Context: an optimization exercise on an open-source flow, tuned for small area, a short achievable clock period and few clock cycles per item. The choices shown serve that exercise and are no tape-out recipe. Function was checked by simulation only, so behaviour that the tests miss may differ from the original.

==> flow/design.v (outline; a module is shown in full before it is edited, if it fits) <==
// module mul53_tree: 4279 lines
// module fp64_mul: 107 lines
// module fp64_add: 128 lines
// module lzc64: 37 lines
// module inc53: 14 lines
// module kwf: 159 lines
module kwf (
    input  wire        clk,
    input  wire        rst,
    input  wire        cfg_we,
    input  wire [2:0]  cfg_addr,
    input  wire [63:0] cfg_wdata,
    input  wire        clr,
    input  wire        in_valid,
    output reg         in_ready,
    input  wire [1:0]  in_ch,
    input  wire [63:0] in_x,
    output reg         out_valid,
    output reg  [1:0]  out_ch,
    output reg  [63:0] out_y
);
  // ...
==> flow/flow/run.sh <==
#!/bin/bash
# Standard layout (the standard.sh), with timing repair asked to aim
# for a much larger setup slack than the 30 ns clock needs, and ABC's
# buffers removed so that the resizer rebuffers the netlist.
set -e
cat >> config.mk <<'CFG'
export SETUP_SLACK_MARGIN = 23
export REMOVE_ABC_BUFFERS = 1
CFG
bash standard.sh > standard.log 2>&1
==> flow/standard.sh <==
#!/bin/bash
# synth_recipe.tcl (not shown) runs the flow's synth.tcl, then flattens the netlist and writes it again
# the make line also repeats each setting of config.mk as NAME=value (left out here)
make -C /OpenROAD-flow-scripts/flow DESIGN_CONFIG=/design/flow/config.mk WORK_HOME=/design/flow/orfs CLKGATE_MAP_FILE= SYNTH_SCRIPT=/design/flow/synth_recipe.tcl "${@:-finish}"
==> flow/config.mk <==
export PLATFORM = sky130hd
export DESIGN_NAME = kwf
export DESIGN_NICKNAME = kwf
export VERILOG_FILES = /design/flow/design.v
export SDC_FILE = /design/flow/constraint.sdc
export NUM_CORES = 8
export LEC_CHECK = 0
export CAP_MARGIN = 30
export CELL_PAD_IN_SITES_DETAIL_PLACEMENT = 1
export CELL_PAD_IN_SITES_GLOBAL_PLACEMENT = 1
export CORE_MARGIN = 2
export CORE_UTILIZATION = 40
export SLEW_MARGIN = 30
export SETUP_SLACK_MARGIN = 23
export REMOVE_ABC_BUFFERS = 1
==> flow/constraint.sdc <==
create_clock -name core_clock -period 30.0 [get_ports {clk}]
set_input_delay 6.0000 -clock core_clock [delete_from_list [all_inputs] [get_ports {clk}]]
set_output_delay 6.0000 -clock core_clock [all_outputs]
set_load 0.01 [all_outputs]
==> impl_metrics.json, run 1 <==
{
  "cts_inserted_buffers": 386,
  "ant_cells": 299,
  "final_core_utilization": 0.460,
  "nNonClkBuffers": 1985,
  "synth_largest_area_cell": "fa_1",
  "multi_input_cells": 26000,
  "tritoncts": "yes",
  "register_area_um2": 81500,
  "post-route-worst-setup-slack_ns": 21.71,
  "seqAreaFraction": 0.221,
  "post_synth_xor_area_fraction": 0.103,
  "gp_routability_congestion": 1.00,
  "fp-row-count": 329,
  "yosys.area.top_type_share": 0.161,
  "setup.worst_path.start": "ph[0]$_SDFF_PP1_",
  "syn-cell-area_um2": 322000,
  "synth_top_family_by_area": "adder cells",
  "grt_use_met1": 0.529,
  "worst-r2r-setup-slack_ns": 21.71,
  "adder_cell_area_share_of_the_yosys_netlist": 0.213,
  "post-route-drc-count": 0,
  "grt_util_all_layers": 0.410,
  "syn2layout_area_growth_pct": 14.5,
  "status": "finished clean",
  "worst_hold_startpoint": "u_m1.s2_e[1]$_SDFF_PN0_",
  "core_area_um2": 803000,
  "reg2reg_from": "ph[0]$_SDFF_PP1_",
  "cts.htree.levels": 5,
  "fp.dieArea_um2": 813000,
  "final.setup.tns_ns": 0,
  "synth.most_common_cell": "xnor2_1",
  "post_synth_and_or_nand_nor_area_fraction": 0.0994,
  "ys_seq_area_frac": 0.252,
  "netlist_top_cells_count": "xnor2_1 (3463), a22oi_1 (3049), inv_1 (2808)",
  "required_ns": 30.92,
  "setup_repair_after_global_routing_missed_its_margin": "true",
  "crit_path_most_repeated_cell": "buf_6",
  "final_cell_area_um2": 369000,
  "biggestCellCategory": "multi-input gates",
  "nonClockInverterCount": 2864,
  "async_reset_ff_frac": 0
}
Testbench counts, summed over its fixed seeds: cycles 14,494, items 4,800.
==> module fp64_mul, before the edit <==
module fp64_mul (
    input  wire        clk,
    input  wire [63:0] a,
    input  wire [63:0] b,
    output reg  [63:0] y
);
    reg [63:0] rb;
    always @(posedge clk)
        rb <= b;
    wire [63:0] ra = a;
    wire        sa = ra[63], sb = rb[63];
    wire [10:0] ea = ra[62:52], eb = rb[62:52];
    wire [51:0] fa = ra[51:0],  fb = rb[51:0];
    wire a_e0 = (ea == 11'd0), b_e0 = (eb == 11'd0);
    wire a_e1 = (ea == 11'h7FF), b_e1 = (eb == 11'h7FF);
    wire a_f0 = (fa == 52'd0), b_f0 = (fb == 52'd0);
    wire a_nan  = a_e1 & ~a_f0, b_nan  = b_e1 & ~b_f0;
    wire a_inf  = a_e1 &  a_f0, b_inf  = b_e1 &  b_f0;
    wire a_zero = a_e0 &  a_f0, b_zero = b_e0 &  b_f0;
    wire r_nan  = a_nan | b_nan | (a_inf & b_zero) | (b_inf & a_zero);
    wire r_inf  = a_inf | b_inf;
    wire r_zero = a_zero | b_zero;
    wire [52:0] ma = {~a_e0, fa};
    wire [52:0] mb = {~b_e0, fb};
    wire [12:0] xa = {2'b00, ea[10:1], ea[0] | a_e0};
    wire [12:0] xb = {2'b00, eb[10:1], eb[0] | b_e0};
    wire [12:0] k1 = xa + xb - 13'd1023;
    wire [5:0] za, zb, tza, tzb;
    wire       za_z, zb_z, tza_z, tzb_z;
    lzc64 u_za (.x({ma, 11'd0}), .cnt(za), .zero(za_z));
    lzc64 u_zb (.x({mb, 11'd0}), .cnt(zb), .zero(zb_z));
    lzc64 u_tza (.x({ma[0], ma[1], ma[2], ma[3], ma[4], ma[5], ma[6], ma[7], ma[8], ma[9],
                     ma[10], ma[11], ma[12], ma[13], ma[14], ma[15], ma[16], ma[17], ma[18], ma[19],
                     ma[20], ma[21], ma[22], ma[23], ma[24], ma[25], ma[26], ma[27], ma[28], ma[29],
                     ma[30], ma[31], ma[32], ma[33], ma[34], ma[35], ma[36], ma[37], ma[38], ma[39],
                     ma[40], ma[41], ma[42], ma[43], ma[44], ma[45], ma[46], ma[47], ma[48], ma[49],
                     ma[50], ma[51], ma[52], 11'd0}), .cnt(tza), .zero(tza_z));
    lzc64 u_tzb (.x({mb[0], mb[1], mb[2], mb[3], mb[4], mb[5], mb[6], mb[7], mb[8], mb[9],
                     mb[10], mb[11], mb[12], mb[13], mb[14], mb[15], mb[16], mb[17], mb[18], mb[19],
                     mb[20], mb[21], mb[22], mb[23], mb[24], mb[25], mb[26], mb[27], mb[28], mb[29],
                     mb[30], mb[31], mb[32], mb[33], mb[34], mb[35], mb[36], mb[37], mb[38], mb[39],
                     mb[40], mb[41], mb[42], mb[43], mb[44], mb[45], mb[46], mb[47], mb[48], mb[49],
                     mb[50], mb[51], mb[52], 11'd0}), .cnt(tzb), .zero(tzb_z));
    wire [12:0] z    = {7'd0, za} + {7'd0, zb};
    wire [6:0]  tz   = {1'b0, tza} + {1'b0, tzb};
    wire        k_neg = k1[12];
    wire        k_ge  = ~k_neg & (k1 >= z);                  
    wire        k_gt  = ~k_neg & (k1 > z);                   
    wire        k_far = k_neg & (k1 < 13'h1FC8);             
    wire [7:0]  sh0   = k_ge ? z[7:0] : k_far ? 8'hC8 : k1[7:0];
    wire [12:0] e0    = k_ge ? k1 - z : 13'd0;
    wire [7:0]  stp0  = 8'd52 - sh0;
    wire [7:0]  stp1  = 8'd51 - sh0;
    wire        st0   = ~stp0[7] & ({1'b0, tz} < stp0);
    wire        st1   = ~stp1[7] & ({1'b0, tz} < stp1);
    wire [105:0] ts, tc;
    mul53_tree u_tree (.a(ma), .b(mb), .s(ts), .c(tc));
    reg [105:0] s2_s, s2_c;
    reg [6:0]   s2_rsh;
    reg [12:0]  s2_e;
    reg         s2_gt, s2_st0, s2_st1, s2_sy, s2_nan, s2_inf, s2_zero;
    always @(posedge clk) begin
        s2_s    <= ts;
        s2_c    <= tc;
        s2_rsh  <= 7'd54 - sh0[6:0];                        
        s2_e    <= e0;
        s2_gt   <= k_gt;
        s2_st0  <= st0;
        s2_st1  <= st1;
        s2_sy   <= sa ^ sb;
        s2_nan  <= r_nan;
        s2_inf  <= r_inf;
        s2_zero <= r_zero;
    end
    wire [105:0] p   = s2_s + s2_c;
    wire [108:0] fun = {p, 3'b000} >> s2_rsh;
    reg [54:0] s3_w;
    reg [12:0] s3_e;
    reg        s3_gt, s3_st0, s3_st1, s3_sy, s3_nan, s3_inf, s3_zero;
    always @(posedge clk) begin
        s3_w    <= fun[54:0];
        s3_e    <= s2_e;
        s3_gt   <= s2_gt;
        s3_st0  <= s2_st0;
        s3_st1  <= s2_st1;
        s3_sy   <= s2_sy;
        s3_nan  <= s2_nan;
        s3_inf  <= s2_inf;
        s3_zero <= s2_zero;
    end
    wire        ext    = ~s3_w[54] & s3_gt;
    wire [52:0] sig    = ext ? s3_w[53:1] : s3_w[54:2];
    wire        guard  = ext ? s3_w[0] : s3_w[1];
    wire        sticky = ext ? s3_st1 : (s3_st0 | s3_w[0]);
    wire        inc    = guard & (sticky | sig[0]);
    wire [53:0] sr;
    inc53 u_inc (.a(sig), .ci(inc), .y(sr));
    wire [12:0] e_m1 = s3_e - {12'd0, ext};
    wire [12:0] ex   = e_m1 + {11'd0, sr[53:52]};
    wire        ovf  = (ex >= 13'd2047);
    always @(posedge clk)
        y <= s3_nan  ? 64'h7FF8000000000000 :
             s3_inf  ? {s3_sy, 11'h7FF, 52'd0} :
             s3_zero ? {s3_sy, 63'd0} :
             ovf     ? {s3_sy, 11'h7FF, 52'd0} :
                       {s3_sy, ex[10:0], sr[51:0]};
endmodule
==> module kwf, before the edit <==
module kwf (
    input  wire        clk,
    input  wire        rst,
    input  wire        cfg_we,
    input  wire [2:0]  cfg_addr,
    input  wire [63:0] cfg_wdata,
    input  wire        clr,
    input  wire        in_valid,
    output reg         in_ready,
    input  wire [1:0]  in_ch,
    input  wire [63:0] in_x,
    output reg         out_valid,
    output reg  [1:0]  out_ch,
    output reg  [63:0] out_y
);
    localparam NCH = 4;
    reg [63:0] hp_alpha, bq_b0, bq_b1, bq_b2, bq_a1, bq_a2;
    reg [63:0] x1 [0:NCH-1];
    reg [63:0] y1 [0:NCH-1];
    reg [63:0] s1 [0:NCH-1];
    reg [63:0] s2 [0:NCH-1];
    reg [5:0] zc;
    reg [3:0] zx1, zy1, zs1, zs2;
    reg rst_q, clr_q;
    always @(posedge clk) begin
        rst_q <= rst;
        clr_q <= clr;
    end
    reg [2:0] ph;
    wire ph0 = ph[0], ph1 = ph[1], ph2 = ph[2];
    always @(posedge clk)
        if (rst) ph <= 3'b001;
        else     ph <= {ph[1:0], ph[2]};
    reg        ib_v;
    reg [1:0]  ib_ch;
    reg [63:0] ib_x;
    reg        st0;             
    reg [7:1] rec_v;
    reg [1:0] rec_ch [1:7];
    wire haz = (rec_v[1] && rec_ch[1] == ib_ch) ||
               (rec_v[2] && rec_ch[2] == ib_ch) ||
               (rec_v[3] && rec_ch[3] == ib_ch);
    wire start = ph0 && ib_v && !haz;
    integer k;
    always @(posedge clk) begin
        if (in_ready) begin
            ib_x  <= in_x;
            ib_ch <= in_ch;
        end
        if (rst) begin
            ib_v     <= 1'b0;
            st0      <= 1'b0;
            rec_v    <= 7'd0;
            in_ready <= 1'b0;
        end else begin
            if (ph0) st0 <= start;
            in_ready <= ph1 && (!ib_v || st0);
            if (in_ready)      ib_v <= in_valid;
            else if (ph2 && st0) ib_v <= 1'b0;
            if (ph2) begin
                rec_v <= {rec_v[6:1], st0};
                if (clr_q) rec_v <= 7'd0;
            end else if (clr_q) rec_v <= 7'd0;
            if (clr_q) st0 <= 1'b0;
        end
        if (ph2) begin
            rec_ch[1] <= ib_ch;
            for (k = 2; k <= 7; k = k + 1) rec_ch[k] <= rec_ch[k-1];
        end
    end
    reg  [63:0] m1_a, m1_b, m2_a, m2_b, a1_a, a1_b, a2_a, a2_b;
    reg         a1_sub, a2_sub;
    wire [63:0] m1_y, m2_y, a1_y, a2_y;
    fp64_mul u_m1 (.clk(clk), .a(m1_a), .b(m1_b), .y(m1_y));
    fp64_mul u_m2 (.clk(clk), .a(m2_a), .b(m2_b), .y(m2_y));
    fp64_add u_a1 (.clk(clk), .a(a1_a), .b(a1_b), .sub(a1_sub), .y(a1_y));
    fp64_add u_a2 (.clk(clk), .a(a2_a), .b(a2_b), .sub(a2_sub), .y(a2_y));
    reg [63:0] hp1, hp2;
    always @(posedge clk)
        if (ph0) begin hp1 <= m1_y; hp2 <= m2_y; end
    wire [1:0]  y1_rc = ph0 ? rec_ch[3] : rec_ch[4];
    wire [63:0] y1_r = y1[y1_rc] & {64{~zy1[y1_rc]}};
    wire [63:0] y1_i = y1[ib_ch] & {64{~zy1[ib_ch]}};
    wire [63:0] x1_r = x1[ib_ch] & {64{~zx1[ib_ch]}};
    wire [63:0] s1_r = s1[rec_ch[4]] & {64{~zs1[rec_ch[4]]}};
    wire [63:0] s2_r = s2[rec_ch[7]] & {64{~zs2[rec_ch[7]]}};
    always @(*) begin
        m1_a   = ({64{ph1 & ~zc[4]}} & bq_a1) | ({64{ph2 & ~zc[0]}} & hp_alpha) |
                 ({64{ph0 & ~zc[2]}} & bq_b1);
        m1_b   = ph2 ? y1_r : a1_y;
        m2_a   = ({64{ph1 & ~zc[1]}} & bq_b0) | ({64{ph2 & ~zc[5]}} & bq_a2) |
                 ({64{ph0 & ~zc[3]}} & bq_b2);
        m2_b   = ph1 ? out_y : y1_r;
        a1_a   = ({64{ph0}} & y1_i) | ({64{ph1}} & m2_y) | ({64{ph2}} & a1_y);
        a1_b   = ({64{ph0}} & ib_x) | ({64{ph1}} & s1_r) | ({64{ph2}} & x1_r);
        a1_sub = ph2;
        a2_a   = ({64{ph0}} & a2_y) | ({64{ph1}} & hp1) | ({64{ph2}} & hp2);
        a2_b   = ({64{ph0}} & s2_r) | ({64{ph1}} & m1_y) | ({64{ph2}} & m2_y);
        a2_sub = ~ph0;
    end
    reg        cfg_we_q;
    reg [2:0]  cfg_addr_q;
    reg [63:0] cfg_wdata_q;
    always @(posedge clk) begin
        cfg_we_q    <= cfg_we;
        cfg_addr_q  <= cfg_addr;
        cfg_wdata_q <= cfg_wdata;
    end
    wire [3:0] we_x1, we_y1, we_s1, we_s2;
    genvar gc;
    generate
        for (gc = 0; gc < NCH; gc = gc + 1) begin : g_we
            assign we_x1[gc] = ph2 && st0 && ib_ch == gc;
            assign we_y1[gc] = ph2 && rec_v[2] && rec_ch[2] == gc;
            assign we_s2[gc] = ph1 && rec_v[7] && rec_ch[7] == gc;
            assign we_s1[gc] = ph2 && rec_v[7] && rec_ch[7] == gc;
        end
    endgenerate
    always @(posedge clk) begin
        if (cfg_we_q) begin
            case (cfg_addr_q)
                3'd0: hp_alpha <= cfg_wdata_q;
                3'd1: bq_b0    <= cfg_wdata_q;
                3'd2: bq_b1    <= cfg_wdata_q;
                3'd3: bq_b2    <= cfg_wdata_q;
                3'd4: bq_a1    <= cfg_wdata_q;
                3'd5: bq_a2    <= cfg_wdata_q;
                default: ;
            endcase
        end
        if (rst_q)
            zc <= 6'b111111;
        else if (cfg_we_q && cfg_addr_q < 3'd6)
            zc[cfg_addr_q] <= 1'b0;
        for (k = 0; k < NCH; k = k + 1) begin
            if (we_x1[k]) x1[k] <= ib_x;
            if (we_y1[k]) y1[k] <= m1_y;
            if (we_s2[k]) s2[k] <= a2_y;
            if (we_s1[k]) s1[k] <= a2_y;
        end
        if (rst_q || clr_q) begin
            zx1 <= 4'b1111;
            zy1 <= 4'b1111;
            zs1 <= 4'b1111;
            zs2 <= 4'b1111;
        end else begin
            zx1 <= zx1 & ~we_x1;
            zy1 <= zy1 & ~we_y1;
            zs1 <= zs1 & ~we_s1;
            zs2 <= zs2 & ~we_s2;
        end
    end
    always @(posedge clk) begin
        out_y  <= a1_y;
        out_ch <= rec_ch[5];
        if (rst) out_valid <= 1'b0;
        else     out_valid <= ph0 && rec_v[5];
    end
endmodule
==> inputs of run 2 (changes only) <==
--- a/flow/design.v
+++ b/flow/design.v
@@ -4283,10 +4283,11 @@
     input  wire [63:0] b,
     output reg  [63:0] y
 );
-    reg [63:0] rb;
-    always @(posedge clk)
+    reg [63:0] ra, rb;
+    always @(posedge clk) begin
+        ra <= a;
         rb <= b;
-    wire [63:0] ra = a;
+    end
     wire        sa = ra[63], sb = rb[63];
     wire [10:0] ea = ra[62:52], eb = rb[62:52];
     wire [51:0] fa = ra[51:0],  fb = rb[51:0];
@@ -4650,11 +4651,11 @@
     wire [63:0] s1_r = s1[rec_ch[4]] & {64{~zs1[rec_ch[4]]}};
     wire [63:0] s2_r = s2[rec_ch[7]] & {64{~zs2[rec_ch[7]]}};
     always @(*) begin
-        m1_a   = ({64{ph1 & ~zc[4]}} & bq_a1) | ({64{ph2 & ~zc[0]}} & hp_alpha) |
-                 ({64{ph0 & ~zc[2]}} & bq_b1);
+        m1_a   = ({64{ph0 & ~zc[4]}} & bq_a1) | ({64{ph1 & ~zc[0]}} & hp_alpha) |
+                 ({64{ph2 & ~zc[2]}} & bq_b1);
         m1_b   = ph2 ? y1_r : a1_y;
-        m2_a   = ({64{ph1 & ~zc[1]}} & bq_b0) | ({64{ph2 & ~zc[5]}} & bq_a2) |
-                 ({64{ph0 & ~zc[3]}} & bq_b2);
+        m2_a   = ({64{ph0 & ~zc[1]}} & bq_b0) | ({64{ph1 & ~zc[5]}} & bq_a2) |
+                 ({64{ph2 & ~zc[3]}} & bq_b2);
         m2_b   = ph1 ? out_y : y1_r;
         a1_a   = ({64{ph0}} & y1_i) | ({64{ph1}} & m2_y) | ({64{ph2}} & a1_y);
         a1_b   = ({64{ph0}} & ib_x) | ({64{ph1}} & s1_r) | ({64{ph2}} & x1_r);
==> impl_metrics.json, run 2 <==
{
  "via_per_inst": 6.60,
  "cpMaxStageDelayCell": "or4_4",
  "hpwlAfterDp_mm": 1250,
  "synth_compound_gate_area_share": 0.196,
  "gp_routability_congestion": 1.01,
  "synth.most_common_cell": "xnor2_1",
  "post_synth_and_or_nand_nor_area_fraction": 0.0967,
  "synth-edff-count": 1616,
  "grt_util_all_layers": 0.411,
  "final.min_clock_period_ns": 8.81,
  "crit-reg2reg-capture": "u_m2.y[45]$_SDFF_PP0_",
  "worst_ep_arrival_time_ns": 9.79,
  "vias_in_the_first_global_route": 309000,
  "cts.root.buffer_cell": "clkbuf_16",
  "hold_viol_final": 0,
  "core_area_um2": 813000,
  "global_route_met2_usage": 0.611,
  "reg2reg_depth": 68,
  "crit_path_most_repeated_cell": "buf_6",
  "syn2layout_area_growth_pct": 13.7,
  "grt_use_met1": 0.530,
  "effective_utilization_at_floorplan": 0.402,
  "maxSlewHeadroom": 0.197,
  "grt_busiest_layer": "met2",
  "hold_buffers": 0,
  "final_common_cell": "xnor2_1",
  "most-common-layout-cells": "xnor2_1 (3382), a22oi_1 (3055), inv_1 (2798)",
  "synth_top_family_by_area": "adder cells",
  "post-route-worst-setup-slack_ns": 21.19,
  "layout-drive-gt1-share": 0.133,
  "worst_hold_startpoint": "u_m1.s2_e[0]$_SDFF_PN0_",
  "max-cap-violations": 0,
  "ant_nets": 0,
  "status": "finished clean",
  "dr_total_vias": 304000,
  "die_height_um": 907,
  "start_kind": "register",
  "yosys-mux-area-fraction": 0.0717,
  "fp-row-count": 331,
  "netlist_top_cells_count": "xnor2_1 (3418), a22oi_1 (3074), inv_1 (2848)",
  "cts_inserted_buffers": 395,
  "yosys.area.top_type_share": 0.159,
  "critical_path.endpoint_type": "register",
  "required_ns": 30.98,
  "reg2reg_from": "u_m2.s3_w[54]$_SDFF_PP0_",
  "class_of_the_most_critical_setup_path": "register to register",
  "wire_per_inst_um": 38.5,
  "timing_worst_slew_pin_value_ns": 1.20,
  "synth_seq_cells": 3376,
  "setup_violations": 0,
  "min-delay-path-class": "register to register",
  "setup_repair_after_global_routing_missed_its_margin": "true",
  "met3_layer_usage_reported_by_global_route": 0.108,
  "die_x_um": 907,
  "synth_largest_area_cell": "fa_1",
  "yosysUniqueCellTypes": 113,
  "ys_dominant_reg_cell": "dfxtp_1",
  "fillers": 90400,
  "post-route-drc-count": 0,
  "grt_antenna_before_repair": 225,
  "post_synth_xor_area_fraction": 0.103,
  "syn_inst": 35200,
  "tritoncts": "yes",
  "slew_viol_final": 0,
  "drt_pass1_iterations": 11,
  "final_min_period_over_clock_period": 0.294,
  "multi_input_area_um2": 228000,
  "timing.fmax_mhz": 114,
  "ys_seq_area_frac": 0.257,
  "drt_wl_total_mm": 1770,
  "num_io_pins": 206,
  "syn-cell-area_um2": 326000,
  "cts.htree.levels": 5,
  "drtIter0Drc": 38100,
  "register_area_um2": 84300,
  "hold-path-cell-count": 0,
  "syn_area_per_cell_um2": 9.28,
  "clock-sinks": 3376,
  "finish.net_count": 38800,
  "first_pass_grt_wire_length_mm": 2430,
  "portBuffers": 205,
  "fp.dieArea_um2": 823000,
  "synthesis.yosys.warnings": 8,
  "clock_insertion_delay_worst_skew_ns": 1.15,
  "grt_start_max_net_pins": 84,
  "worst_setup_skew_after_layout_ns": 0.153,
  "critPathMaxFanout": 4,
  "detailedPlace.worstSlack_ns": 18.78,
  "adder_cell_area_share_of_the_yosys_netlist": 0.210,
  "final.setup.tns_ns": 0,
  "cpPeakStageDelay_ns": 0.57,
  "netlist_top_cells_area": "fa_1 (16%), edfxtp_1 (15%), dfxtp_1 (11%)",
  "grt_overflow_total": 0,
  "async_reset_ff_frac": 0,
  "worst-r2r-setup-slack_ns": 21.19,
  "cts.path.max_buffers": 4,
  "holdPathEnd": "u_m1.s3_e[0]$_DFF_P_",
  "cts.reportedPaths.clkPinSlew_ns": 0.07
}
==> run 2: cell types whose count changed after synthesis, sizes merged, moves of 45 or more <==
cell and change:
mux2i +55, xnor2 -45, a221oi -55, nand2 -94
a21oi +55, nor3 +83, xor2 +65, dfxtp +128
mux2 +77, and2 -75, a211oi -54, nor2 -123
==> run 2: cell families (layout without fill, tap and decap cells) <==
kind of cell    Yosys count  count (layout)
flops                  3376            3376
buf+inv                5712            5586
mux                    1827            1827
simple gates           6971            6989
compound gates         9534            9540
fa+ha+maj              3923            3923
other cells               0             231
xor+xnor               3820            3820
==> run 2: worst max-delay path by stage <==
stage	slack [ns]	start	end
after CTS	21.83	u_m2.s3_w[54]$_SDFF_PP0_	u_m2.y[46]$_SDFF_PP0_
after floorplan	4.79	ph[2]$_SDFF_PP0_	u_a1.s2_al[0]$_DFF_P_
after global placement	18.64	u_m2.s3_w[54]$_SDFF_PP0_	u_m2.y[31]$_SDFF_PP0_
after global routing	21.01	u_m2.s3_w[54]$_SDFF_PP0_	u_m2.y[45]$_SDFF_PP0_
after detailed placement	18.78	ph[2]$_SDFF_PP0_	u_a2.s2_al[2]$_DFF_P_
final	21.19	u_m2.s3_w[54]$_SDFF_PP0_	u_m2.y[45]$_SDFF_PP0_
==> run 2: timing repair <==
item                        CTS  global route
cloned                       73            39
resized for setup          1606           800
setup buffers               484           177
setup endpoints to repair   968           623
pin swaps                   222           265
==> run 2: cell type report <==
type / instances / share of cell area
clock inverters: 224 / 0.00741
diodes: 231 / 0.00156
clock buffers: 520 / 0.0293
flip-flops and latches: 3376 / 0.227
well taps: 10800 / 0.0365
inverters: 2908 / 0.0301
multi-input cells: 26100 / 0.614
repair buffers: 1934 / 0.0544
==> run 2: worst max-delay path: cells and delay by family, from the launching register on <==
| family | cells | cell delay [ns] |
|---|---|---|
| simple gates | 11 | 2.43 |
| flops | 1 | 0.33 |
| buf+inv | 50 | 4.37 |
| compound gates | 6 | 1.38 |
| fa+ha+maj | 1 | 0.15 |
==> run 2: routing by layer <==
layer	vias to the layer above	wire, µm	share of wire
met2	19000	748000	0.42
li1	123000	-	-
met3	5532	191000	0.11
met1	157000	688000	0.39
met4	72	146000	0.082
met5	-	896	0.00050
==> run 2: stage by stage <==
stage                     area [µm²]  hold WS [ns]   util  std cells
after floorplan               316000         0.310      -      32400
after global placement        340000         0.313  0.419      44400
after detailed placement      341000         0.313  0.419      44400
after CTS                     365000         0.238  0.449      45700
after global routing          371000         0.242  0.456      46000
final                         371000         0.240  0.457      46100
Testbench counts of run 2, summed over its fixed seeds: cycles 14,494, items 4,800.
==> inputs of run 3 (changes only) <==
--- a/flow/design.v
+++ b/flow/design.v
@@ -4329,30 +4329,31 @@
     wire        k_far = k_neg & (k1 < 13'h1FC8);             
     wire [7:0]  sh0   = k_ge ? z[7:0] : k_far ? 8'hC8 : k1[7:0];
     wire [12:0] e0    = k_ge ? k1 - z : 13'd0;
-    wire [7:0]  stp0  = 8'd52 - sh0;
-    wire [7:0]  stp1  = 8'd51 - sh0;
-    wire        st0   = ~stp0[7] & ({1'b0, tz} < stp0);
-    wire        st1   = ~stp1[7] & ({1'b0, tz} < stp1);
     wire [105:0] ts, tc;
     mul53_tree u_tree (.a(ma), .b(mb), .s(ts), .c(tc));
     reg [105:0] s2_s, s2_c;
-    reg [6:0]   s2_rsh;
+    reg [7:0]   s2_sh;
+    reg [6:0]   s2_tz;
     reg [12:0]  s2_e;
-    reg         s2_gt, s2_st0, s2_st1, s2_sy, s2_nan, s2_inf, s2_zero;
+    reg         s2_gt, s2_sy, s2_nan, s2_inf, s2_zero;
     always @(posedge clk) begin
         s2_s    <= ts;
         s2_c    <= tc;
-        s2_rsh  <= 7'd54 - sh0[6:0];                        
+        s2_sh   <= sh0;
+        s2_tz   <= tz;
         s2_e    <= e0;
         s2_gt   <= k_gt;
-        s2_st0  <= st0;
-        s2_st1  <= st1;
         s2_sy   <= sa ^ sb;
         s2_nan  <= r_nan;
         s2_inf  <= r_inf;
         s2_zero <= r_zero;
     end
     wire [105:0] p   = s2_s + s2_c;
+    wire [6:0]   s2_rsh = 7'd54 - s2_sh[6:0];               
+    wire [7:0]  stp0  = 8'd52 - s2_sh;
+    wire [7:0]  stp1  = 8'd51 - s2_sh;
+    wire        s2_st0 = ~stp0[7] & ({1'b0, s2_tz} < stp0);
+    wire        s2_st1 = ~stp1[7] & ({1'b0, s2_tz} < stp1);
     wire [108:0] fun = {p, 3'b000} >> s2_rsh;
     reg [54:0] s3_w;
     reg [12:0] s3_e;
@@ -4375,9 +4376,14 @@
     wire        inc    = guard & (sticky | sig[0]);
     wire [53:0] sr;
     inc53 u_inc (.a(sig), .ci(inc), .y(sr));
-    wire [12:0] e_m1 = s3_e - {12'd0, ext};
-    wire [12:0] ex   = e_m1 + {11'd0, sr[53:52]};
-    wire        ovf  = (ex >= 13'd2047);
+    wire [12:0] e_m = s3_e - 13'd1, e_1 = s3_e + 13'd1, e_2 = s3_e + 13'd2;
+    wire        o_m = (e_m >= 13'd2047), o_0 = (s3_e >= 13'd2047),
+                o_1 = (e_1 >= 13'd2047), o_2 = (e_2 >= 13'd2047);
+    wire [1:0]  cup = sr[53:52];
+    wire [12:0] ex  = ext ? ((cup == 2'd0) ? e_m : (cup == 2'd1) ? s3_e : e_1)
+                          : ((cup == 2'd0) ? s3_e : (cup == 2'd1) ? e_1 : e_2);
+    wire        ovf = ext ? ((cup == 2'd0) ? o_m : (cup == 2'd1) ? o_0 : o_1)
+                          : ((cup == 2'd0) ? o_0 : (cup == 2'd1) ? o_1 : o_2);
     always @(posedge clk)
         y <= s3_nan  ? 64'h7FF8000000000000 :
              s3_inf  ? {s3_sy, 11'h7FF, 52'd0} :
==> impl_metrics.json, run 3 <==
{
  "status": "finished clean",
  "synth.most_common_cell": "xnor2_1",
  "clock-sinks": 3388,
  "cts.reportedPaths.clkPinSlew_ns": 0.06,
  "start_kind": "register",
  "drtIter0Drc": 38700,
  "reg2reg_depth": 19,
  "register_area_um2": 84500,
  "setup.worst_path.start": "out_y[47]$_DFF_P_",
  "timing.critical_path.cells": "buf_6",
  "first_pass_grt_wire_length_mm": 2430,
  "ys_dominant_reg_cell": "dfxtp_1",
  "portBuffers": 205,
  "ys_seq_area_frac": 0.255,
  "min-delay-path-class": "register to register",
  "class_of_the_most_critical_setup_path": "register to output port",
  "hpwlAfterDp_mm": 1250,
  "syn2layout_area_growth_pct": 11.2,
  "via_per_inst": 6.63,
  "fillers": 92100,
  "fp.dieArea_um2": 831000,
  "timing.critical_path.depth": 1,
  "post-route-drc-count": 0,
  "ant_nets": 0,
  "num_io_pins": 206,
  "grt_start_max_net_pins": 82,
  "reg2reg_from": "u_m2.s2_s[5]$_DFF_P_",
  "yosysUniqueCellTypes": 122,
  "layout-drive-gt1-share": 0.109,
  "die_height_um": 912,
  "cts.htree.levels": 5,
  "cts_inserted_buffers": 391,
  "crit-reg2reg-capture": "u_m2.s3_w[45]$_SDFF_PN0_",
  "synth_largest_area_cell": "fa_1",
  "path_delay_family": "flip-flops",
  "grt_antenna_before_repair": 195,
  "required_ns": 24.00,
  "worst_setup_skew_after_layout_ns": 0.117,
  "setup_repair_after_global_routing_missed_its_margin": "true",
  "effective_utilization_at_floorplan": 0.401,
  "critPathMaxFanout": 2,
  "final.setup.tns_ns": 0,
  "grt_util_all_layers": 0.404,
  "post-route-worst-setup-slack_ns": 22.28,
  "finish.net_count": 38800,
  "timing_worst_slew_pin_value_ns": 1.22,
  "netlist_top_cells_count": "xnor2_1 (3384), a22oi_1 (3096), nand2_1 (2770)",
  "vias_in_the_first_global_route": 311000,
  "synth_seq_cells": 3388,
  "cpMaxStageDelayCell": "dfxtp_4",
  "core_area_um2": 822000,
  "final_min_period_over_clock_period": 0.257,
  "clock_insertion_delay_worst_skew_ns": 1.13,
  "drt_pass1_iterations": 7,
  "detailedPlace.worstSlack_ns": 19.49,
  "path_buf_inv": 1,
  "maxSlewHeadroom": 0.183,
  "yosys.area.top_type_share": 0.158,
  "async_reset_ff_frac": 0,
  "synth-edff-count": 1616,
  "worst-r2r-setup-slack_ns": 22.95,
  "multi_input_area_um2": 229000,
  "fp-row-count": 333,
  "drt_wl_total_mm": 1760,
  "setup_violations": 0,
  "final_common_cell": "xnor2_1",
  "tritoncts": "yes",
  "slew_viol_final": 0,
  "cts.path.max_buffers": 4,
  "cp-endpoint": "out_y[47]",
  "critical_path.endpoint_type": "output port",
  "hold-path-cell-count": 0,
  "timing.fmax_mhz": 129,
  "worst_ep_arrival_time_ns": 1.72,
  "hold_viol_final": 0,
  "die_x_um": 912,
  "final.hold.worst_slack_ns": 0.320,
  "final.min_clock_period_ns": 7.72,
  "dr_total_vias": 306000,
  "gp_routability_congestion": 0.997,
  "most-common-layout-cells": "xnor2_1 (3355), a22oi_1 (3079), inv_1 (2735)",
  "cts.root.buffer_cell": "clkbuf_16",
  "syn_area_per_cell_um2": 9.21,
  "max-cap-violations": 0,
  "wire_per_inst_um": 38.1,
  "netlist_top_cells_area": "fa_1 (16%), edfxtp_1 (15%), dfxtp_1 (11%)",
  "grt_overflow_total": 0,
  "hold_buffers": 0,
  "cpPeakStageDelay_ns": 0.50,
  "final_core_utilization": 0.446,
  "synthesis.yosys.warnings": 8,
  "syn_inst": 35800,
  "syn-cell-area_um2": 329000
}
==> run 3: worst min-delay path by stage <==
stage | from | endpoint | slack, ns
finish | u_m2.s2_e[12]$_SDFF_PN0_ | u_m2.s3_e[12]$_DFF_P_ | 0.32
global route | u_m2.s2_e[2]$_SDFF_PN0_ | u_m2.s3_e[2]$_DFF_P_ | 0.33
CTS | u_m1.s2_e[7]$_SDFF_PN0_ | u_m1.s3_e[7]$_DFF_P_ | 0.33
detailed placement | u_m1.s2_e[4]$_SDFF_PN0_ | u_m1.s3_e[4]$_DFF_P_ | 0.31
global placement | u_m2.s2_sy$_DFF_P_ | u_m2.s3_sy$_DFF_P_ | 0.31
floorplan | u_m1.s2_e[0]$_SDFF_PN0_ | u_m1.s3_e[0]$_DFF_P_ | 0.31
==> run 3: area by class of cell <==
type                    count  share of cell area
diodes                    162             0.00111
well taps               10900              0.0372
inverters                2814              0.0291
clock inverters           252             0.00823
repair inverters            1           0.0000137
flip-flops and latches   3388               0.231
repair buffers           1488              0.0401
clock buffers             483              0.0290
multi-input cells       26700               0.625
==> run 3: cell families after synthesis <==
family                     synth area share
buffers and inverters                0.0657
and+or+nand+nor                       0.104
adders and majority gates             0.208
muxes                                0.0640
DFF                                   0.255
xor gates and xnor gates              0.102
AOI/OAI and AO/OA                     0.202
==> run 3: per-stage QoR <==
step	area, µm²	cells
final	366000	46100
after global routing	366000	46100
after CTS	362000	45900
after detailed placement	344000	44900
after global placement	344000	44900
after floorplan	318000	32900
==> run 3: timing repair <==
action / 4_1_cts / 5_1_grt
cloned: 37 / 23
buffers inserted: 147 / 95
endpoints found under the setup margin: 801 / 695
gates resized for setup: 1003 / 527
pin swaps: 62 / 80
==> run 3: routing by layer <==
metal / global-route usage / part of all wire / vias to the layer above / routed length (µm)
met2: 0.601 / 0.42 / 19000 / 739000
met5: 0.000911 / 0.00039 / - / 678
met4: 0.243 / 0.076 / 76 / 134000
met1: 0.519 / 0.39 / 157000 / 682000
met3: 0.122 / 0.11 / 5296 / 201000
li1: - / - / 125000 / -
Testbench counts of run 3, summed over its fixed seeds: cycles 14,494, items 4,800.
==> inputs of run 4 (changes only) <==
--- a/flow/design.v
+++ b/flow/design.v
@@ -4283,11 +4283,10 @@
     input  wire [63:0] b,
     output reg  [63:0] y
 );
-    reg [63:0] ra, rb;
-    always @(posedge clk) begin
-        ra <= a;
+    reg [63:0] rb;
+    always @(posedge clk)
         rb <= b;
-    end
+    wire [63:0] ra = a;
     wire        sa = ra[63], sb = rb[63];
     wire [10:0] ea = ra[62:52], eb = rb[62:52];
     wire [51:0] fa = ra[51:0],  fb = rb[51:0];
@@ -4586,12 +4585,13 @@
     output reg  [63:0] out_y
 );
     localparam NCH = 4;
-    reg [63:0] hp_alpha, bq_b0, bq_b1, bq_b2, bq_a1, bq_a2;
+    reg [63:0] r1 [0:2];
+    reg [63:0] r2 [0:2];
+    reg [2:0]  r1z, r2z;
     reg [63:0] x1 [0:NCH-1];
     reg [63:0] y1 [0:NCH-1];
     reg [63:0] s1 [0:NCH-1];
     reg [63:0] s2 [0:NCH-1];
-    reg [5:0] zc;
     reg [3:0] zx1, zy1, zs1, zs2;
     reg rst_q, clr_q;
     always @(posedge clk) begin
@@ -4657,11 +4657,9 @@
     wire [63:0] s1_r = s1[rec_ch[4]] & {64{~zs1[rec_ch[4]]}};
     wire [63:0] s2_r = s2[rec_ch[7]] & {64{~zs2[rec_ch[7]]}};
     always @(*) begin
-        m1_a   = ({64{ph0 & ~zc[4]}} & bq_a1) | ({64{ph1 & ~zc[0]}} & hp_alpha) |
-                 ({64{ph2 & ~zc[2]}} & bq_b1);
+        m1_a   = r1[0] & {64{~r1z[0]}};
         m1_b   = ph2 ? y1_r : a1_y;
-        m2_a   = ({64{ph0 & ~zc[1]}} & bq_b0) | ({64{ph1 & ~zc[5]}} & bq_a2) |
-                 ({64{ph2 & ~zc[3]}} & bq_b2);
+        m2_a   = r2[0] & {64{~r2z[0]}};
         m2_b   = ph1 ? out_y : y1_r;
         a1_a   = ({64{ph0}} & y1_i) | ({64{ph1}} & m2_y) | ({64{ph2}} & a1_y);
         a1_b   = ({64{ph0}} & ib_x) | ({64{ph1}} & s1_r) | ({64{ph2}} & x1_r);
@@ -4678,6 +4676,12 @@
         cfg_addr_q  <= cfg_addr;
         cfg_wdata_q <= cfg_wdata;
     end
+    wire [1:0] pidx  = ph0 ? 2'd0 : ph1 ? 2'd1 : 2'd2;
+    wire [1:0] whome = (cfg_addr_q == 3'd4 || cfg_addr_q == 3'd1) ? 2'd1 :
+                       (cfg_addr_q == 3'd0 || cfg_addr_q == 3'd5) ? 2'd2 : 2'd0;
+    wire [2:0] wdiff = {1'b0, whome} + 3'd5 - {1'b0, pidx};     
+    wire [1:0] wpos  = (wdiff == 3'd3 || wdiff == 3'd6) ? 2'd0 :
+                       (wdiff == 3'd4 || wdiff == 3'd7) ? 2'd1 : 2'd2;
     wire [3:0] we_x1, we_y1, we_s1, we_s2;
     genvar gc;
     generate
@@ -4689,21 +4693,26 @@
         end
     endgenerate
     always @(posedge clk) begin
+        for (k = 0; k < 3; k = k + 1) begin
+            r1[k] <= r1[(k + 1) % 3];
+            r2[k] <= r2[(k + 1) % 3];
+        end
+        r1z <= {r1z[0], r1z[2:1]};
+        r2z <= {r2z[0], r2z[2:1]};
         if (cfg_we_q) begin
-            case (cfg_addr_q)
-                3'd0: hp_alpha <= cfg_wdata_q;
-                3'd1: bq_b0    <= cfg_wdata_q;
-                3'd2: bq_b1    <= cfg_wdata_q;
-                3'd3: bq_b2    <= cfg_wdata_q;
-                3'd4: bq_a1    <= cfg_wdata_q;
-                3'd5: bq_a2    <= cfg_wdata_q;
-                default: ;
-            endcase
-        end
-        if (rst_q)
-            zc <= 6'b111111;
-        else if (cfg_we_q && cfg_addr_q < 3'd6)
-            zc[cfg_addr_q] <= 1'b0;
+            if (cfg_addr_q == 3'd4 || cfg_addr_q == 3'd0 || cfg_addr_q == 3'd2) begin
+                r1[wpos] <= cfg_wdata_q;
+                r1z[wpos] <= 1'b0;
+            end
+            if (cfg_addr_q == 3'd1 || cfg_addr_q == 3'd5 || cfg_addr_q == 3'd3) begin
+                r2[wpos] <= cfg_wdata_q;
+                r2z[wpos] <= 1'b0;
+            end
+        end
+        if (rst_q) begin
+            r1z <= 3'b111;
+            r2z <= 3'b111;
+        end
         for (k = 0; k < NCH; k = k + 1) begin
             if (we_x1[k]) x1[k] <= ib_x;
             if (we_y1[k]) y1[k] <= m1_y;
==> impl_metrics.json, run 4 <==
{
  "wire_per_inst_um": 38.0,
  "class_of_the_most_critical_setup_path": "register to output port",
  "num_io_pins": 206,
  "grt_start_max_net_pins": 100,
  "synth_seq_cells": 3260,
  "synth-edff-count": 1232,
  "worst_ep_arrival_time_ns": 1.71,
  "syn-cell-area_um2": 325000,
  "setup_violations": 0,
  "reg2reg_from": "ib_ch[0]$_DFFE_PP_",
  "timing.fmax_mhz": 130,
  "yosys.area.top_type_share": 0.160,
  "cts.htree.levels": 5,
  "reg2reg_depth": 24,
  "most-common-layout-cells": "xnor2_1 (3447), a22oi_1 (2913), inv_1 (2731)",
  "timing_worst_slew_pin_value_ns": 1.19,
  "final_min_period_over_clock_period": 0.257,
  "hold_buffers": 0,
  "final_common_cell": "xnor2_1",
  "crit-reg2reg-capture": "u_a1.s2_al[0]$_DFF_P_",
  "worst_setup_skew_after_layout_ns": 0.103,
  "clock_insertion_delay_worst_skew_ns": 1.14,
  "setup_repair_after_global_routing_missed_its_margin": "true",
  "setup.worst_path.start": "out_y[38]$_DFF_P_",
  "final_core_utilization": 0.447,
  "final.setup.tns_ns": 0,
  "wl_met3_mm": 200,
  "routedLengthMet1_mm": 681,
  "synth_largest_area_cell": "fa_1",
  "final_cell_area_um2": 362000,
  "critical_path.endpoint_type": "output port",
  "ys_dominant_reg_cell": "dfxtp_1",
  "final.min_clock_period_ns": 7.71,
  "vias_in_the_first_global_route": 310000,
  "critPathMaxFanout": 2,
  "drt_pass1_iterations": 10,
  "timing.critical_path.cells": "buf_6",
  "tritoncts": "yes",
  "cts.path.max_buffers": 4,
  "hold_viol_final": 0,
  "timing.critical_path.depth": 1,
  "start_kind": "register",
  "clock-sinks": 3260,
  "drt_wl_total_mm": 1750,
  "async_reset_ff_frac": 0,
  "final.hold.worst_slack_ns": 0.288,
  "gp_routability_congestion": 1.01,
  "path_delay_family": "flip-flops",
  "met2_layer_wire_length_in_the_routed_design_mm": 721,
  "syn2layout_area_growth_pct": 11.6,
  "cpMaxStageDelayCell": "dfxtp_4",
  "worst-r2r-setup-slack_ns": 22.53,
  "cts.root.buffer_cell": "clkbuf_16",
  "synth.most_common_cell": "xnor2_1",
  "cp-endpoint": "out_y[38]",
  "yosysUniqueCellTypes": 124,
  "detailed_place.area_um2": 340000,
  "post-route-drc-count": 0,
  "cpPeakStageDelay_ns": 0.50,
  "effective_utilization_at_floorplan": 0.400,
  "grt_overflow_total": 0,
  "via_per_inst": 6.62,
  "die_height_um": 905,
  "syn_inst": 35600,
  "die_x_um": 905,
  "first_pass_grt_wire_length_mm": 2410,
  "min-delay-path-class": "register to register",
  "slew_viol_final": 0,
  "synthesis.yosys.warnings": 8,
  "fp-row-count": 331,
  "ys_seq_area_frac": 0.239,
  "finish.net_count": 38700,
  "ant_nets": 0,
  "required_ns": 24.00,
  "maxSlewHeadroom": 0.201,
  "drtIter0Drc": 38500,
  "detailedPlace.worstSlack_ns": 19.16,
  "cts.reportedPaths.clkPinSlew_ns": 0.06,
  "core_area_um2": 811000,
  "fp.dieArea_um2": 819000,
  "dr_total_vias": 304000,
  "syn_area_per_cell_um2": 9.11,
  "max-cap-violations": 0,
  "routed.top_layer": "met5",
  "portBuffers": 205,
  "netlist_top_cells_area": "fa_1 (16%), dfxtp_1 (13%), edfxtp_1 (11%)",
  "grt_antenna_before_repair": 182,
  "layout-drive-gt1-share": 0.120,
  "path_buf_inv": 1,
  "status": "finished clean",
  "grt_util_all_layers": 0.408,
  "post-route-worst-setup-slack_ns": 22.29,
  "cts_inserted_buffers": 387,
  "netlist_top_cells_count": "xnor2_1 (3483), a22oi_1 (2919), inv_1 (2766)",
  "hpwlAfterDp_mm": 1240
}
## run 4: routing by layer
layer / GRT usage / vias to the layer above
li1: - / 124000
met1: 0.522 / 155000
met2: 0.595 / 19400
met3: 0.127 / 5864
met4: 0.265 / 78
met5: 0.00121 / -
## run 4: cell type report
cell class	count	area, µm²
Fill cell	91300	448000
Multi-Input combinational cell	26700	231000
Sequential cell	3260	77900
Timing Repair Buffer	1558	15200
Tap cell	10800	13500
Clock buffer	512	10800
Inverter	2822	10700
Clock inverter	205	2560
Antenna cell	174	435
## run 4: logic make-up (layout without fill, tap and decap cells)
family,count (synthesis),in the layout,synth area share
AO/OA/AOI/OAI,9673,9678,0.200
XOR/XNOR,3858,3858,0.104
adder cells (fa/ha/maj),3905,3905,0.210
buffers and inverters,5734,5097,0.0667
flip-flops,3260,3260,0.239
multiplexers,1878,1878,0.0758
other,0,174,0
AND/OR/NAND/NOR,7335,7342,0.104
## run 4: how the worst min path moves through the flow
stage	end	slack [ns]	start	cells after the start
3_5_place_dp	u_m1.s3_gt$_DFF_P_	0.31	u_m1.s2_gt$_DFF_P_	0
2_1_floorplan	u_m1.s3_e[0]$_DFF_P_	0.31	u_m1.s2_e[0]$_SDFF_PN0_	0
5_1_grt	u_m1.s3_nan$_DFF_P_	0.30	u_m1.s2_nan$_DFF_P_	0
6_report	u_m1.s3_nan$_DFF_P_	0.29	u_m1.s2_nan$_DFF_P_	0
4_1_cts	u_m2.s3_e[5]$_DFF_P_	0.30	u_m2.s2_e[5]$_SDFF_PN0_	0
3_3_place_gp	u_m2.s3_sy$_DFF_P_	0.31	u_m2.s2_sy$_DFF_P_	0
## run 4: worst reg2reg max path: stages (launching register included)
cell	delay [ns]
edfxtp_1	0.40
buf_12	0.15
buf_16	0.12
buf_12	0.14
bufbuf_16	0.43
mux2_2	0.40
a21oi_1	0.48
o21ai_0	0.26
buf_4	0.30
inv_1	0.35
nand2_1	0.23
nor3_1	0.47
nand4_1	0.42
a211oi_1	0.31
a21oi_1	0.10
o21ai_0	0.62
o21ai_0	0.28
ha_1	0.30
nor3_1	0.26
xor2_1	0.24
ha_1	0.28
a21o_1	0.19
a2111oi_0	0.41
o21ai_1	0.15
nand3_1	0.10
## run 4: per-stage QoR
step / cells
3_3_place_gp: 44700
5_1_grt: 45900
2_1_floorplan: 32700
6_report: 46000
3_5_place_dp: 44800
4_1_cts: 45700
## run 4: repair_timing
item,4_1_cts,5_1_grt
cloned,36,23
pin swaps,54,92
endpoints found under the hold margin,0,0
gates resized for setup,1034,510
buffers inserted,151,152
setup endpoints to repair,804,626
Testbench counts of run 4, summed over its fixed seeds: cycles 14,494, items 4,800.
==> inputs of run 5 (changes only) <==
--- a/flow/flow/run.sh
+++ b/flow/flow/run.sh
@@ -4,7 +4,7 @@
 # buffers removed so that the resizer rebuffers the netlist.
 set -e
 cat >> config.mk <<'CFG'
-export SETUP_SLACK_MARGIN = 23
+export SETUP_SLACK_MARGIN = 22.5
 export REMOVE_ABC_BUFFERS = 1
 CFG
 bash standard.sh > standard.log 2>&1
--- a/flow/config.mk
+++ b/flow/config.mk
@@ -11,5 +11,5 @@
 export CORE_MARGIN = 2
 export CORE_UTILIZATION = 40
 export SLEW_MARGIN = 30
-export SETUP_SLACK_MARGIN = 23
+export SETUP_SLACK_MARGIN = 22.5
 export REMOVE_ABC_BUFFERS = 1
==> impl_metrics.json, run 5 <==
{
  "cts.reportedPaths.clkPinSlew_ns": 0.06,
  "clock-sinks": 3260,
  "grt_start_max_net_pins": 100,
  "post-place-cells": 44800,
  "final.min_clock_period_ns": 7.73,
  "die_height_um": 905,
  "yosysUniqueCellTypes": 124,
  "timing_worst_slew_pin_value_ns": 1.13,
  "final_min_period_over_clock_period": 0.258,
  "syn-cell-area_um2": 325000,
  "grt_antenna_before_repair": 183,
  "via_per_inst": 6.61,
  "netlist_top_cells_area": "fa_1 (16%), dfxtp_1 (13%), edfxtp_1 (11%)",
  "layout-drive-gt1-share": 0.107,
  "hold_viol_final": 0,
  "detailedPlace.worstSlack_ns": 19.16,
  "final.hold.worst_slack_ns": 0.290,
  "start_kind": "register",
  "worst_setup_skew_after_layout_ns": 0.111,
  "ys_seq_area_frac": 0.239,
  "max-cap-violations": 0,
  "synth_seq_cells": 3260,
  "setup_repair_after_global_routing_missed_its_margin": "true",
  "cts.path.max_buffers": 4,
  "status": "finished clean",
  "cpMaxStageDelayCell": "dfxtp_4",
  "fp.dieArea_um2": 819000,
  "final_common_cell": "xnor2_1",
  "die_x_um": 905,
  "synthesis.yosys.warnings": 8,
  "fillers": 91600,
  "critPathMaxFanout": 2,
  "vias_in_the_first_global_route": 308000,
  "timing.fmax_mhz": 129,
  "portBuffers": 205,
  "synth.most_common_cell": "xnor2_1",
  "path_buf_inv": 1,
  "post-route-drc-count": 0,
  "effective_utilization_at_floorplan": 0.400,
  "synth-edff-count": 1232,
  "async_reset_ff_frac": 0,
  "core_area_um2": 811000,
  "syn2layout_area_growth_pct": 10.0,
  "hpwlAfterDp_mm": 1240,
  "drt_pass1_iterations": 9,
  "ys_dominant_reg_cell": "dfxtp_1",
  "required_ns": 24.00,
  "register_area_um2": 77900,
  "syn_inst": 35600,
  "min-delay-path-class": "register to register",
  "tritoncts": "yes",
  "grt_util_all_layers": 0.406,
  "timing.critical_path.cells": "buf_6",
  "slew_viol_final": 0,
  "wire_per_inst_um": 37.9,
  "num_io_pins": 206,
  "first_pass_grt_wire_length_mm": 2400,
  "critical_path.endpoint_type": "output port",
  "netlist_top_cells_count": "xnor2_1 (3483), a22oi_1 (2919), inv_1 (2766)",
  "drtIter0Drc": 38600,
  "class_of_the_most_critical_setup_path": "register to output port",
  "yosys.area.top_type_share": 0.160,
  "syn_area_per_cell_um2": 9.11,
  "ant_nets": 0,
  "worst_ep_arrival_time_ns": 1.73,
  "path_delay_family": "flip-flops",
  "maxSlewHeadroom": 0.225,
  "post-route-worst-setup-slack_ns": 22.27,
  "dr_total_vias": 302000,
  "grt_overflow_total": 0,
  "cts.htree.levels": 5,
  "fin_cells": 45800,
  "cpPeakStageDelay_ns": 0.51,
  "most-common-layout-cells": "xnor2_1 (3447), a22oi_1 (2919), inv_1 (2743)",
  "gp_routability_congestion": 1.01,
  "clock_insertion_delay_worst_skew_ns": 1.14,
  "final.setup.tns_ns": 0,
  "synth_largest_area_cell": "fa_1",
  "fp-row-count": 331,
  "drt_wl_total_mm": 1730,
  "cts_inserted_buffers": 387,
  "setup_violations": 0,
  "cts.root.buffer_cell": "clkbuf_16",
  "multi_input_area_um2": 229000,
  "finish.net_count": 38500
}
run 5: cell counts after synthesis:
No cell type changed its count.
run 5: kinds of logic after synthesis:
kind of cell / after synthesis / synth area share
adders and majority gates: 3905 / 0.210
and+or+nand+nor: 7335 / 0.104
buffers and inverters: 5734 / 0.0667
muxes: 1878 / 0.0758
AOI/OAI and AO/OA: 9673 / 0.200
xor gates and xnor gates: 3858 / 0.104
DFF: 3260 / 0.239
run 5: worst paths after layout:
kind,depth (start not counted),end,slack (ns),startpoint
max,1,out_y[50],22.27,out_y[50]$_DFF_P_
min,0,u_m1.s3_nan$_DFF_P_,0.29,u_m1.s2_nan$_DFF_P_
max reg2reg,16,u_m2.s2_s[56]$_DFF_P_,22.36,u_m2.rb[29]$_DFF_P_
min reg2reg,0,u_m1.s3_nan$_DFF_P_,0.29,u_m1.s2_nan$_DFF_P_
run 5: what timing repair did:
action / in CTS / in global routing
resized for setup: 758 / 187
endpoints found under the setup margin: 609 / 483
hold buffers: 0 / 0
pin swaps: 22 / 21
cloned: 21 / 8
setup buffers: 58 / 37
run 5: per-stage QoR:
step | util | cell area, µm²
floorplan | - | 314000
global placement | 0.418 | 339000
detailed placement | 0.419 | 340000
CTS | 0.439 | 356000
global route | 0.440 | 357000
finish | 0.441 | 357000
run 5: layout make-up:
class | count | area share
antenna | 164 | 0.00115
clock buffer | 512 | 0.0302
clock inverter | 205 | 0.00717
inverter | 2822 | 0.0297
multi-input combinational | 26700 | 0.642
sequential | 3260 | 0.218
tap | 10800 | 0.0379
timing repair buffer | 1326 | 0.0341
run 5: per-layer routing:
metal | wire length [µm] | vias to the layer above | share of wire | track usage
li1 | - | 123000 | - | -
met1 | 677000 | 155000 | 0.39 | 0.520
met2 | 715000 | 18700 | 0.41 | 0.592
met3 | 199000 | 5609 | 0.11 | 0.126
met4 | 141000 | 74 | 0.082 | 0.264
met5 | 579 | - | 0.00033 | 0.000231
==> inputs of run 6 (changes only) <==
--- a/flow/flow/run.sh
+++ b/flow/flow/run.sh
@@ -4,7 +4,7 @@
 # buffers removed so that the resizer rebuffers the netlist.
 set -e
 cat >> config.mk <<'CFG'
-export SETUP_SLACK_MARGIN = 22.5
+export SETUP_SLACK_MARGIN = 23
 export REMOVE_ABC_BUFFERS = 1
 CFG
 bash standard.sh > standard.log 2>&1
==> flow/config.mk (replaced) <==
export PLATFORM = sky130hd
export DESIGN_NAME = kwf
export DESIGN_NICKNAME = kwf
export VERILOG_FILES = /design/flow/design.v
export SDC_FILE = /design/flow/constraint.sdc
export NUM_CORES = 8
export LEC_CHECK = 0
export CAP_MARGIN = 25
export CELL_PAD_IN_SITES_DETAIL_PLACEMENT = 1
export CELL_PAD_IN_SITES_GLOBAL_PLACEMENT = 1
export CORE_MARGIN = 2
export CORE_UTILIZATION = 40
export CTS_CLUSTER_DIAMETER = 174
export CTS_CLUSTER_SIZE = 18
export SLEW_MARGIN = 25
export SETUP_SLACK_MARGIN = 23
export REMOVE_ABC_BUFFERS = 1
==> impl_metrics.json, run 6 <==
{
  "status": "finished clean",
  "layout-drive-gt1-share": 0.110,
  "worst_setup_skew_after_layout_ns": 0.208,
  "path_delay_family": "flip-flops",
  "setup_violations": 0,
  "drt_pass1_iterations": 13,
  "finish.net_count": 38500,
  "ant_nets": 0,
  "netlist_top_cells_area": "fa_1 (16%), dfxtp_1 (13%), edfxtp_1 (11%)",
  "cts_inserted_buffers": 212,
  "grt_util_all_layers": 0.407,
  "worst-r2r-setup-slack_ns": 22.68,
  "final_min_period_over_clock_period": 0.258,
  "gp_routability_congestion": 1.01,
  "register_area_um2": 77900,
  "timing.critical_path.cells": "buf_6",
  "worst_hold_startpoint": "u_m1.s2_e[7]$_SDFF_PN0_",
  "hold-path-cell-count": 0,
  "portBuffers": 205,
  "min-delay-path-class": "register to register",
  "final.min_clock_period_ns": 7.75,
  "ys_seq_area_frac": 0.239,
  "setup_repair_after_global_routing_missed_its_margin": "true",
  "class_of_the_most_critical_setup_path": "register to output port",
  "max-cap-violations": 0,
  "num_io_pins": 206,
  "final.setup.tns_ns": 0,
  "fp.dieArea_um2": 819000,
  "synth_seq_cells": 3260,
  "synth.most_common_cell": "xnor2_1",
  "critical_path.endpoint_type": "output port",
  "final.hold.worst_slack_ns": 0.265,
  "drtIter0Drc": 38600,
  "critPathMaxFanout": 2,
  "slew_viol_final": 0,
  "tritoncts": "yes",
  "synth-edff-count": 1232,
  "fp-row-count": 331,
  "syn-cell-area_um2": 325000,
  "core_area_um2": 811000,
  "cts.reportedPaths.clkPinSlew_ns": 0.09,
  "post-route-drc-count": 0,
  "grt_antenna_before_repair": 168,
  "wire_per_inst_um": 38.2,
  "fillers": 91800,
  "async_reset_ff_frac": 0,
  "netlist_top_cells_count": "xnor2_1 (3483), a22oi_1 (2919), inv_1 (2766)",
  "dr_total_vias": 303000,
  "syn2layout_area_growth_pct": 9.21,
  "cts.htree.levels": 4,
  "crit-reg2reg-capture": "u_a1.s2_al[0]$_DFF_P_",
  "hpwlAfterDp_mm": 1240,
  "timing.fmax_mhz": 129,
  "final_cell_area_um2": 355000,
  "die_x_um": 905,
  "worst_ep_arrival_time_ns": 1.75,
  "holdPathEnd": "u_m1.s3_e[7]$_DFF_P_",
  "path_buf_inv": 1,
  "grt_overflow_total": 0,
  "hold_viol_final": 0,
  "ys_dominant_reg_cell": "dfxtp_1",
  "effective_utilization_at_floorplan": 0.400,
  "start_kind": "register",
  "detailed_place.area_um2": 340000,
  "cts.path.max_buffers": 4,
  "clock-sinks": 3260,
  "reg2reg_from": "ib_ch[0]$_DFFE_PP_",
  "first_pass_grt_wire_length_mm": 2410,
  "maxSlewHeadroom": 0.147,
  "cts.root.buffer_cell": "clkbuf_16",
  "timing_worst_slew_pin_value_ns": 1.27,
  "multi_input_area_um2": 231000,
  "via_per_inst": 6.64,
  "yosysUniqueCellTypes": 124,
  "drt_wl_total_mm": 1740,
  "syn_inst": 35600,
  "cpPeakStageDelay_ns": 0.52,
  "final_core_utilization": 0.437,
  "hold_buffers": 0,
  "die_height_um": 905,
  "clock_insertion_delay_worst_skew_ns": 1.17,
  "required_ns": 24.00,
  "final_common_cell": "xnor2_1",
  "cpMaxStageDelayCell": "dfxtp_4",
  "synth_largest_area_cell": "fa_1",
  "syn_area_per_cell_um2": 9.11,
  "reg2reg_depth": 26,
  "yosys.area.top_type_share": 0.160,
  "grt_start_max_net_pins": 100,
  "most-common-layout-cells": "xnor2_1 (3448), a22oi_1 (2918), inv_1 (2732)",
  "synthesis.yosys.warnings": 8,
  "vias_in_the_first_global_route": 307000
}
-- run 6: cell count changes in the layout (fill, tap and decap cells not counted), moves of 34 or more --
cell	delta
ha_1	-34
buf_4	+100
mux2i_2	+34
buf_6	+68
clkinv_2	-60
clkbuf_16	-170
mux2i_1	-42
clkbuf_8	-53
-- run 6: per-layer routing --
| metal | part of all wire | track usage | vias to the layer above |
|---|---|---|---|
| met5 | 0.00046 | 0.000925 | - |
| met4 | 0.084 | 0.264 | 86 |
| met3 | 0.11 | 0.124 | 5637 |
| met2 | 0.41 | 0.593 | 18600 |
| met1 | 0.39 | 0.523 | 155000 |
| li1 | - | - | 123000 |
-- run 6: cells by family (layout without fill, tap and decap cells) --
logic type	after synthesis	after routing	synth area share
adder cells (fa/ha/maj)	3905	3905	0.210
AND/OR/NAND/NOR	7335	7341	0.104
buffers and inverters	5734	4707	0.0667
multiplexers	1878	1878	0.0758
other	0	144	0
XOR/XNOR	3858	3858	0.104
flip-flops	3260	3260	0.239
AO/OA/AOI/OAI	9673	9677	0.200
-- run 6: layout make-up --
type | instances | area share
clock inverters | 37 | 0.00164
diodes | 144 | 0.00102
well taps | 10800 | 0.0382
multi-input cells | 26700 | 0.651
clock buffers | 303 | 0.0161
inverters | 2822 | 0.0302
flip-flops and latches | 3260 | 0.220
repair buffers | 1545 | 0.0422
-- run 6: per-stage QoR --
step | cells | setup WS (ns)
after floorplan | 32700 | 5.70
after global placement | 44700 | 18.86
after detailed placement | 44800 | 19.22
after CTS | 45300 | 22.23
after global routing | 45500 | 22.24
final | 45600 | 22.25
-- run 6: worst max path at each step --
stage	cells past startpoint	slack [ns]	from	endpoint
after floorplan	14	5.70	ph[0]$_SDFF_PP1_	u_a2.s2_al[0]$_DFF_P_
after global placement	35	18.86	ib_ch[0]$_DFFE_PP_	u_a1.s2_al[0]$_DFF_P_
after detailed placement	36	19.22	ib_ch[0]$_DFFE_PP_	u_a1.s2_al[0]$_DFF_P_
after CTS	1	22.23	out_y[46]$_DFF_P_	out_y[46]
after global routing	1	22.24	out_y[36]$_DFF_P_	out_y[36]
final	1	22.25	out_y[36]$_DFF_P_	out_y[36]
-- run 6: what timing repair did --
| item | CTS | global route |
|---|---|---|
| hold endpoints to repair | 0 | 0 |
| buffers inserted | 144 | 156 |
| pin swaps | 60 | 90 |
| cloned | 34 | 16 |
| setup endpoints to repair | 816 | 617 |
| gates resized for setup | 1083 | 440 |

[separate check: timing with driven ports]
How much do the figures lean on ideal ports? The routed layouts below were timed once more, with nothing changed but the port constraints.
Step 1 assumes that a clkbuf_16 drives the clock port and a buf_2 every other input.
Step 2 also shifts input and output timing later by t, the mid clock arrival at the registers, as if the neighbouring blocks saw the same clock.
Three values: no drivers, after step 1, after step 2; two values: the first two.
run | shift t [ns] | setup slack, ns | worst setup path at the end | cell pins on the clock port's net
run 1 | 1.208 | 21.714 / 21.714 / 21.714 | register to register | 1
run 2 | 1.224 | 21.189 / 21.189 / 21.189 | register to register | 1
run 3 | 1.231 | 22.276 / 22.130 / 22.430 | input to register | 1
run 4 | 1.257 | 22.288 / 22.116 / 22.503 | input to register | 1
run 5 | 1.267 | 22.271 / 22.095 / 22.365 | register to register | 1
run 6 | 1.212 | 22.255 / 22.110 / 22.576 | input to register | 1
After both steps every run listed still meets setup and hold.
